Context: an optimization exercise on an open-source flow, tuned for small area, a short achievable clock period and few clock cycles. The choices shown serve that exercise and are no tape-out recipe. Function was checked by simulation only, so behaviour that the tests miss may differ from the original. Power and IR drop assume default switching activity.

==> design/flow/design.v <==
module hexsum (
    input  wire        clk,
    input  wire        rst,
    input  wire        cmd_valid,
    output wire        cmd_ready,
    input  wire [39:0] cmd_word,
    input  wire [9:0]  cmd_len,
    input  wire        in_valid,
    output wire        in_ready,
    input  wire [7:0]  in_data,
    output reg         rsp_valid,
    input  wire        rsp_ready,
    output reg  [3:0]  rsp_status,
    output reg  [31:0] rsp_value,
    output reg  [9:0]  rsp_len,
    output reg         out_valid,
    input  wire        out_ready,
    output reg  [7:0]  out_data
);
    localparam [3:0] OP_HEXENC = 4'h1, OP_HEXDEC = 4'h2, OP_BYTENC = 4'h3,
                     OP_BYTDEC = 4'h4, OP_CSCLR  = 4'h5, OP_CSADD  = 4'h6,
                     OP_CSRD   = 4'h7, OP_CSCHK  = 4'h8, OP_RDSTAT = 4'h9;
    localparam [3:0] ST_OK = 4'd0, ST_INVARG = 4'd1, ST_INVREC = 4'd5,
                     ST_CSMISM = 4'd6, ST_OVFL = 4'd8;
    function [7:0] hexchar;
        input [3:0] n;
        hexchar = (n < 4'd10) ? (8'h30 + {4'd0, n}) : (8'h37 + {4'd0, n});
    endfunction
    function is_hex;
        input [7:0] c;
        is_hex = (c >= 8'h30 && c <= 8'h39) || (c >= 8'h41 && c <= 8'h46);
    endfunction
    function [3:0] hexval;
        input [7:0] c;
        hexval = (c <= 8'h39) ? c[3:0] : (c[3:0] + 4'd9);
    endfunction
    function [7:0] inc255;
        input [7:0] x;
        inc255 = (x == 8'd254) ? 8'd0 : x + 8'd1;
    endfunction
    function [7:0] dec255;
        input [7:0] x;
        dec255 = (x == 8'd0) ? 8'd254 : x - 8'd1;
    endfunction
    reg  [49:0] cq0, cq1;
    reg  [1:0]  cqn;
    reg         cmd_ready_q;
    assign cmd_ready = cmd_ready_q;
    wire        cpush = cmd_valid & cmd_ready_q;
    wire        cpop;
    wire [49:0] cin = {cmd_len, cmd_word};
    always @(posedge clk) begin
        if (rst) begin
            cqn         <= 2'd0;
            cmd_ready_q <= 1'b1;
        end else begin
            cqn         <= cqn + {1'b0, cpush} - {1'b0, cpop};
            cmd_ready_q <= !((cqn + {1'b0, cpush} - {1'b0, cpop}) == 2'd2);
        end
        if (cpop) begin
            if (cqn == 2'd2)  cq0 <= cq1;
            else if (cpush)   cq0 <= cin;
        end else if (cpush && cqn == 2'd0) begin
            cq0 <= cin;
        end
        if (cpush && cqn == 2'd1 && !cpop) cq1 <= cin;
    end
    reg  [7:0]  iq0, iq1;
    reg  [1:0]  iqn;
    reg         in_ready_q;
    assign in_ready = in_ready_q;
    wire        ipush = in_valid & in_ready_q;
    wire        take;
    always @(posedge clk) begin
        if (rst) begin
            iqn        <= 2'd0;
            in_ready_q <= 1'b1;
        end else begin
            iqn        <= iqn + {1'b0, ipush} - {1'b0, take};
            in_ready_q <= !((iqn + {1'b0, ipush} - {1'b0, take}) == 2'd2);
        end
        if (take) begin
            if (iqn == 2'd2)  iq0 <= iq1;
            else if (ipush)   iq0 <= in_data;
        end else if (ipush && iqn == 2'd0) begin
            iq0 <= in_data;
        end
        if (ipush && iqn == 2'd1 && !take) iq1 <= in_data;
    end
    wire        cv     = (cqn != 2'd0);
    wire [3:0]  op     = cq0[39:36];
    wire [3:0]  arg    = cq0[35:32];
    wire [31:0] data   = cq0[31:0];
    wire [9:0]  len    = cq0[49:40];
    reg ill;
    always @* begin
        case (op)
            OP_HEXENC: ill = (arg > 4'd8) || (len != 10'd0);
            OP_HEXDEC: ill = (arg != 4'd0) || (data != 32'd0) || (len > 10'd8);
            OP_BYTENC: ill = (arg != 4'd0) || (data != 32'd0) || (len > 10'd255);
            OP_BYTDEC: ill = (arg != 4'd0) || (data != 32'd0) || (len > 10'd510);
            OP_CSCLR,
            OP_RDSTAT: ill = (arg != 4'd0) || (data != 32'd0) || (len != 10'd0);
            OP_CSADD:  ill = (arg != 4'd0) || (data[31:8] != 24'd0) || (len != 10'd0);
            OP_CSRD:   ill = (arg != 4'd1 && arg != 4'd2) || (data != 32'd0) || (len != 10'd0);
            OP_CSCHK:  ill = (arg != 4'd1 && arg != 4'd2) || (data[31:8] != 24'd0) || (len != 10'd0);
            default:   ill = 1'b1;
        endcase
    end
    wire is_dec  = !ill && op == OP_HEXDEC;
    wire is_bdec = !ill && op == OP_BYTDEC;
    wire is_benc = !ill && op == OP_BYTENC;
    reg  [7:0]  acc;
    reg  [3:0]  last;
    reg  [9:0]  cnt;         
    reg  [31:0] dec_val;     
    reg         bad;
    reg  [3:0]  hi_nib;
    reg  [2039:0] ring;
    reg         wst;         
    reg  [7:0]  delta;       
    reg  [7:0]  e_w;         
    reg         wpend;       
    reg  [7:0]  w_n;         
    reg         r_act;       
    reg  [7:0]  e_r;         
    reg  [8:0]  rem_r;       
    reg         hx_act;      
    reg  [2:0]  hidx;
    reg         lo_pend;     
    reg  [3:0]  lo_nib;
    wire out_room = !out_valid | out_ready;
    wire rsp_room = !rsp_valid | rsp_ready;
    wire src_idle = !r_act & !wpend & !hx_act & !lo_pend;
    wire [7:0] ich   = iq0;
    wire       ivld  = (iqn != 2'd0);
    wire       more  = (cnt != len);
    wire [7:0] e_r1     = inc255(e_r);
    wire       conflict = r_act && ({1'b0, e_r1[0], e_r1[7:1]} < rem_r);
    wire       wr_ok    = (!wst || delta == 8'd0) && !conflict;
    reg take_ok;
    always @* begin
        if (is_bdec)      take_ok = !wpend && (!cnt[0] || wr_ok);
        else if (is_benc) take_ok = src_idle && out_room;
        else if (is_dec)  take_ok = !hx_act;
        else              take_ok = 1'b1;
    end
    assign take = cv && more && ivld && take_ok;
    wire   last_take = take && (cnt == len - 10'd1);
    wire   fin  = cv && (!more || last_take);
    wire   wr   = take && is_bdec && cnt[0];
    wire        bad_f = bad | (take && !is_hex(ich));
    wire [31:0] dec_f = take ? {(cnt == 10'd0) ? 28'd0 : dec_val[27:0], hexval(ich)} : dec_val;
    wire [7:0] cs_sel = (arg == 4'd1) ? (8'd0 - acc) : ~acc;
    reg hexenc_ovfl;
    always @* begin
        case (arg)
            4'd0:    hexenc_ovfl = (data != 32'd0);
            4'd1:    hexenc_ovfl = (data[31:4]  != 28'd0);
            4'd2:    hexenc_ovfl = (data[31:8]  != 24'd0);
            4'd3:    hexenc_ovfl = (data[31:12] != 20'd0);
            4'd4:    hexenc_ovfl = (data[31:16] != 16'd0);
            4'd5:    hexenc_ovfl = (data[31:20] != 12'd0);
            4'd6:    hexenc_ovfl = (data[31:24] != 8'd0);
            4'd7:    hexenc_ovfl = (data[31:28] != 4'd0);
            default: hexenc_ovfl = 1'b0;
        endcase
    end
    reg [3:0]  x_status;
    reg [31:0] x_value;
    reg [9:0]  x_len;
    always @* begin
        x_status = ST_OK;
        x_value  = 32'd0;
        x_len    = 10'd0;
        if (ill) begin
            x_status = ST_INVARG;
        end else begin
            case (op)
                OP_HEXENC: if (hexenc_ovfl) x_status = ST_OVFL;
                           else             x_len    = {6'd0, arg};
                OP_HEXDEC: if (bad_f) x_status = ST_INVREC;
                           else if (len != 10'd0) x_value = dec_f;
                OP_BYTENC: x_len = {len[8:0], 1'b0};
                OP_BYTDEC: if (bad_f || len[0]) x_status = ST_INVREC;
                           else                 x_len    = {1'b0, len[9:1]};
                OP_CSRD:   x_value = {24'd0, cs_sel};
                OP_CSCHK:  if (cs_sel != data[7:0]) x_status = ST_CSMISM;
                OP_RDSTAT: x_value = {28'd0, last};
                default: ;
            endcase
        end
    end
    wire hexenc_go = !ill && op == OP_HEXENC && !hexenc_ovfl && arg != 4'd0;
    wire commit_ok = is_bdec && !bad_f && !len[0] && len != 10'd0;
    wire issue = fin && rsp_room && (!hexenc_go || src_idle);
    assign cpop = issue;
    wire commit = issue && commit_ok;
    wire [7:0] wdata = {hi_nib, hexval(ich)};
    wire [7:0] e_w_nx = (wr && !wst) ? 8'd0 : inc255(e_w);
    wire       promote = !r_act && !hx_act && !lo_pend && (wpend || commit);
    wire       tap     = r_act && (e_r[3:0] == 4'd0);
    wire       rd      = tap && out_room;
    wire [7:0] tap_byte = ring[{e_r[7:4], 7'd0} +: 8];
    wire       benc_take = take && is_benc;
    always @(posedge clk) begin
        ring <= {ring[2031:0], wr ? wdata : ring[2039:2032]};
        if (take) begin
            cnt <= cnt + 10'd1;
            if (is_dec) dec_val <= dec_f;
            if (!is_hex(ich)) bad <= 1'b1;
            if (is_bdec && !cnt[0]) hi_nib <= hexval(ich);
        end
        e_w   <= e_w_nx;
        delta <= wr ? 8'd1 : dec255(delta);
        if (wr) wst <= 1'b1;
        if (rst) begin
            rsp_valid <= 1'b0;
            out_valid <= 1'b0;
            acc       <= 8'd0;
            last      <= ST_OK;
            cnt       <= 10'd0;
            bad       <= 1'b0;
            wst       <= 1'b0;
            wpend     <= 1'b0;
            r_act     <= 1'b0;
            hx_act    <= 1'b0;
            lo_pend   <= 1'b0;
        end else begin
            if (issue) begin
                rsp_valid  <= 1'b1;
                rsp_status <= x_status;
                rsp_value  <= x_value;
                rsp_len    <= x_len;
                cnt        <= 10'd0;
                bad        <= 1'b0;
                wst        <= 1'b0;
                if (!(op == OP_RDSTAT && x_status == ST_OK)) last <= x_status;
                if (x_status == ST_OK) begin
                    if (op == OP_CSCLR) acc <= 8'd0;
                    if (op == OP_CSADD) acc <= acc + data[7:0];
                end
                if (hexenc_go) begin
                    hx_act  <= 1'b1;
                    hidx    <= arg[2:0] - 3'd1;
                    dec_val <= data;
                end
                if (commit && !promote) begin
                    wpend <= 1'b1;
                    w_n   <= len[8:1];
                end
            end else if (rsp_ready) begin
                rsp_valid <= 1'b0;
            end
            if (promote) begin
                r_act <= 1'b1;
                wpend <= 1'b0;
                e_r   <= e_w_nx;
                rem_r <= wpend ? {1'b0, w_n} : {1'b0, len[8:1]};
            end else if (rd) begin
                e_r   <= dec255(e_r);
                rem_r <= rem_r - 9'd1;
                if (rem_r == 9'd1) r_act <= 1'b0;
            end else begin
                e_r   <= e_r1;
            end
            if (hx_act && out_room) begin
                out_valid <= 1'b1;
                out_data  <= hexchar(dec_val[{hidx, 2'b00} +: 4]);
                hidx      <= hidx - 3'd1;
                if (hidx == 3'd0) hx_act <= 1'b0;
            end else if (lo_pend && out_room) begin
                out_valid <= 1'b1;
                out_data  <= hexchar(lo_nib);
                lo_pend   <= 1'b0;
            end else if (benc_take) begin
                out_valid <= 1'b1;
                out_data  <= hexchar(ich[7:4]);
                lo_nib    <= ich[3:0];
                lo_pend   <= 1'b1;
            end else if (rd) begin
                out_valid <= 1'b1;
                out_data  <= tap_byte;
            end else if (out_ready) begin
                out_valid <= 1'b0;
            end
        end
    end
endmodule
==> design/flow/run.sh <==
#!/bin/bash
# synth_recipe.tcl (not shown) runs the flow's synth.tcl, then flattens the netlist and writes it again
# the make line also repeats each setting of config.mk as NAME=value (left out here)
make -C /OpenROAD-flow-scripts/flow DESIGN_CONFIG=/design/flow/config.mk WORK_HOME=/design/flow/orfs CLKGATE_MAP_FILE= SYNTH_SCRIPT=/design/flow/synth_recipe.tcl finish
==> design/flow/config.mk <==
export PLATFORM = sky130hd
export DESIGN_NAME = hexsum
export DESIGN_NICKNAME = hexsum
export VERILOG_FILES = /design/flow/design.v
export SDC_FILE = /design/flow/constraint.sdc
export NUM_CORES = 4
export LEC_CHECK = 0
export CAP_MARGIN = 20
export CORE_MARGIN = 2
export CORE_UTILIZATION = 40
export SETUP_SLACK_MARGIN = 0.6
export SLEW_MARGIN = 20
==> design/flow/constraint.sdc <==
create_clock -name core_clock -period 9.0 [get_ports {clk}]
set_input_delay 1.8000 -clock core_clock [delete_from_list [all_inputs] [get_ports {clk}]]
set_output_delay 1.8000 -clock core_clock [all_outputs]
set_load 0.01 [all_outputs]
==> results.tsv <==
metric	value	unit
status	no timing/DRC/antenna violations	
largest net degree at the start of global routing	64	
crit path time final	5.322	ns
top layer in use	met4	
Post-Route Setup TNS	0	ns
RSZ-0062 raised after global routing	no	
H-tree levels	4	
number of CTS-inserted buffers	196	
num rows	138	
FF+latch count, synth	2330	
clock latency at the later pin of the worst-skew pair	0.81	ns
Crit Path Class	reg2reg	
metal3 WL	5325	µm
hold violation total from the final report	0	
Synth-to-Final Area Change	17.64	%
max cap viols	0	
Worst setup SP type	flip-flop	
initial antenna violation count	0	
Sequential Power Share	0.539	
DP HPWL	57370	µm
cts hold-fix bufs	0	
Root Driver	clkbuf_16	
slew margin rel.	0.2976	
clock buffer depth	3	
Logic pwr share	0.026	
met2 wire len	37830	µm
PnR worst setup slack	3.678	ns
pre-CTS setup slack	3.056	ns
GRT Residual Overflow	0	
post-CTS resize count	0	
GRT Total Usage	0.1289	
Post-synth EDFFs	206	
Seq/Total Area, Yosys	0.8502	
maximum clock rate	0.1879	GHz
Synth Warn #	1	
worst path bufs/invs	2	
die area	146300	µm²
io pins	122	
DR WL/cell	16.06	µm
critical path data required time	9.43	ns
clk_skew	0.02351	ns
Nets	3896	
fin util	0.4748	
Post-Synthesis Cells	3535	
number of global-route vias before repair	24720	
WL final	93920	µm
gpl congestion	0.8395	
Synthesized Nets	3641	
critical-path cell list	buf_4 > nand4_1 > o21ai_0 > o21ai_0 > ha_1 > a2111oi_0 > o21ai_0 > a21oi_1 > o211a_1 > o211ai_2 > o2bb2ai_2 > o21a_1 > nor4b_4 > buf_4	
Crit path largest cell delay	0.86	ns
core area	141900	µm²
met1 wire length	47910	µm
Setup Viol. Count Final	0	
DIE HEIGHT	382.5	µm
DR vias/cell	4.321	
Mapped Area	57290	µm²
leakage	25.73	nW
post-synthesis async set-or-reset flop share	0	
Max rail drop VDD	0.2159	mV
Worst path top cell family by delay	compound AO/OA/AOI/OAI gates	
1st-iter DRT viols	1556	
worst hold slack	0.3102	ns
Power Total	0.01977	W
P_int	0.01568	W
clk slew on worst S/H paths	0.06	ns
Slew @ Worst Pin	1.045	ns
die width	382.5	µm
CTS tree	done	
remaining antenna violation count	0	
Pre-Repair DR Iteration Count	8	
fill count	12070	
Top FF cell, synth	dfxtp_1	
buffers added on ports	121	
reg2reg path depth	14	
Residual DRC	0	
crit-path max FO	37	
Hold Crit Depth	0	
Psw	0.004090	W
Final Cycle Share	0.5914	
clock network power share	0.434	
Cell variety after synth	88	
Arr. time, crit path	5.75	ns
slowest CP cell	nor4b_4	
CTS Sinks	2330	
Crit. End Element	flip-flop	
switching part of the total	0.2069	
Post-CTS Repair Setup Buffers	0	
PD cells	293.4	nW/µm²
vias	25270	
Synth Area per Inst	16.21	µm²
initial core utilization	0.4037	
HP Class	reg2reg	
ANT cells	0	
cell count along the critical path	14	
first-pass GRT wire length	145100	µm
share of cells above drive strength 1	0.1286	
Final Max Tran Viols	0	
most used cell, CP	o21ai_0	
==> sequential cells by signal (all words and copies together) (netlist names), 3 cells and up <==
register,cells
delta,8
e_r,8
w_n,8
last,4
iq0,8
dec_val,32
cnt,10
rem_r,9
ring,2040
out_data,8
rsp_value,32
hidx,3
e_w,8
cq0,50
hi_nib,4
cq1,50
rsp_len,10
lo_nib,4
acc,8
iq1,8
rsp_status,4
==> per-layer routing <==
metal	track usage	vias to the layer above
met5	0	-
met4	0.05490	0
met3	0.03487	176
met2	0.1746	562
met1	0.1916	12150
li1	-	12380
==> synth_stat cells, drive strengths merged (12+ instances only) <==
library cell	n	area, µm²
a21oi	112	564.3
and2	30	187.7
buf	37	256.5
clkbuf	49	183.9
dfxtp	2124	42520
edfxtp	206	6186
ha	41	513.0
inv	51	191.4
mux2	80	912.1
mux2i	47	470.5
mux4	48	1081
nand2	144	540.5
nand3	34	175.2
nand4	14	87.58
nor2	140	528.0
nor3	31	165.2
nor4	28	196.4
o211ai	12	95.09
o21ai	45	236.5
or3	16	100.1
xnor2	49	429.2
xor2	34	297.8
==> cell families (layout without fill, tap and decap cells) <==
family                     after synthesis  after routing  synth area share
other                                    1              1        0.00006546
muxes                                  175            175           0.04300
xor gates and xnor gates                83             83           0.01269
AOI/OAI and AO/OA                      266            266           0.03023
DFF                                   2330           2330            0.8502
and+or+nand+nor                        500            500           0.04346
adders and majority gates               42             42          0.009304
buffers and inverters                  138            561           0.01109
==> layout by cell type (no fill, tap or decap), types with 8 or more instances in the layout <==
cell type,synthesis,final
nor4_1,26,26
clkbuf_8,0,44
buf_4,3,22
a31oi_1,9,9
o21ai_0,41,41
xor2_1,34,34
bufinv_16,0,14
nand4_1,14,14
clkinv_2,0,35
nand3_1,33,33
xnor2_1,49,49
mux2_2,77,77
edfxtp_1,206,206
and2_1,30,30
mux2i_1,47,47
clkbuf_1,49,40
mux4_2,48,48
or3_1,16,16
a21oi_1,111,111
nor3_1,29,29
nor2b_1,11,11
o31ai_1,8,8
nand2b_1,11,11
ha_1,41,41
a21o_1,9,9
inv_1,51,50
clkdlybuf4s50_1,0,121
dfxtp_1,2124,2124
clkbuf_16,0,203
o211ai_1,11,11
nor2_1,139,139
nand2_1,144,144
==> worst paths after layout <==
| check | from | endpoint | slack (ns) |
|---|---|---|---|
| worst min register to register | ring[1242]$_DFF_P_ | ring[1250]$_DFF_P_ | 0.31 |
| worst max register to register | e_r[5]$_DFFE_PN_ | cq1[16]$_DFFE_PP_ | 3.68 |
| worst max-delay path | e_r[5]$_DFFE_PN_ | cq1[16]$_DFFE_PP_ | 3.68 |
| worst min-delay path | ring[1242]$_DFF_P_ | ring[1250]$_DFF_P_ | 0.31 |
==> power by group through the flow <==
stage | sequential (W) | clock [W] | combinational, W
floorplan | 0.0108 | 0 | 0.000342
global placement | 0.0109 | 0 | 0.000515
detailed placement | 0.0109 | 0 | 0.000523
CTS | 0.0107 | 0.00881 | 0.000525
global route | 0.0107 | 0.00923 | 0.000569
finish | 0.0107 | 0.00859 | 0.000524
==> stage by stage <==
stage	area (µm²)	cells
after floorplan	57300	3535
after global placement	60630	5482
after detailed placement	60630	5482
after CTS	67390	5848
after global routing	67390	5848
final	67390	5848
==> cell type report <==
type / instances / area, µm² / share of cell area
clock buffer: 287 / 5836 / 0.08659
clock inverter: 79 / 930.9 / 0.01381
inverter: 52 / 196.4 / 0.002915
multi-input combinational: 1067 / 7984 / 0.1185
sequential: 2330 / 48710 / 0.7227
tap: 1890 / 2365 / 0.03509
timing repair buffer: 143 / 1376 / 0.02042
Testbench counts, summed over its fixed seeds: cycles 30,517.

==> what the ideal ports hide <==
How much do the figures lean on ideal ports? The routed layout below was timed once more, with nothing changed but the port constraints. Step 1 sets driving cells, clkbuf_16 on the clock port and buf_2 on the other inputs (assumed; they add their load-dependent delay and slew). Step 2 times the ports against the registers' clock, not the clock port: input delays grow and output delays shrink by t, the midpoint of the rising clock arrivals with the driver on. a / b / c = ideal ports / drivers / drivers and shift; a / b = the first two.
t (ns): 0.873
slack for setup (ns): 3.678 / 3.678 / 3.025
worst setup path at the end: input to register
clock arrival spread, ns: 0.032 / 0.031
worst register clock-pin slew, ns: 0.07 / 0.07
After both steps setup and hold are still met in this run. The setup slack of this run moves by 0.000 ns with the drivers and by -0.653 ns with both steps.
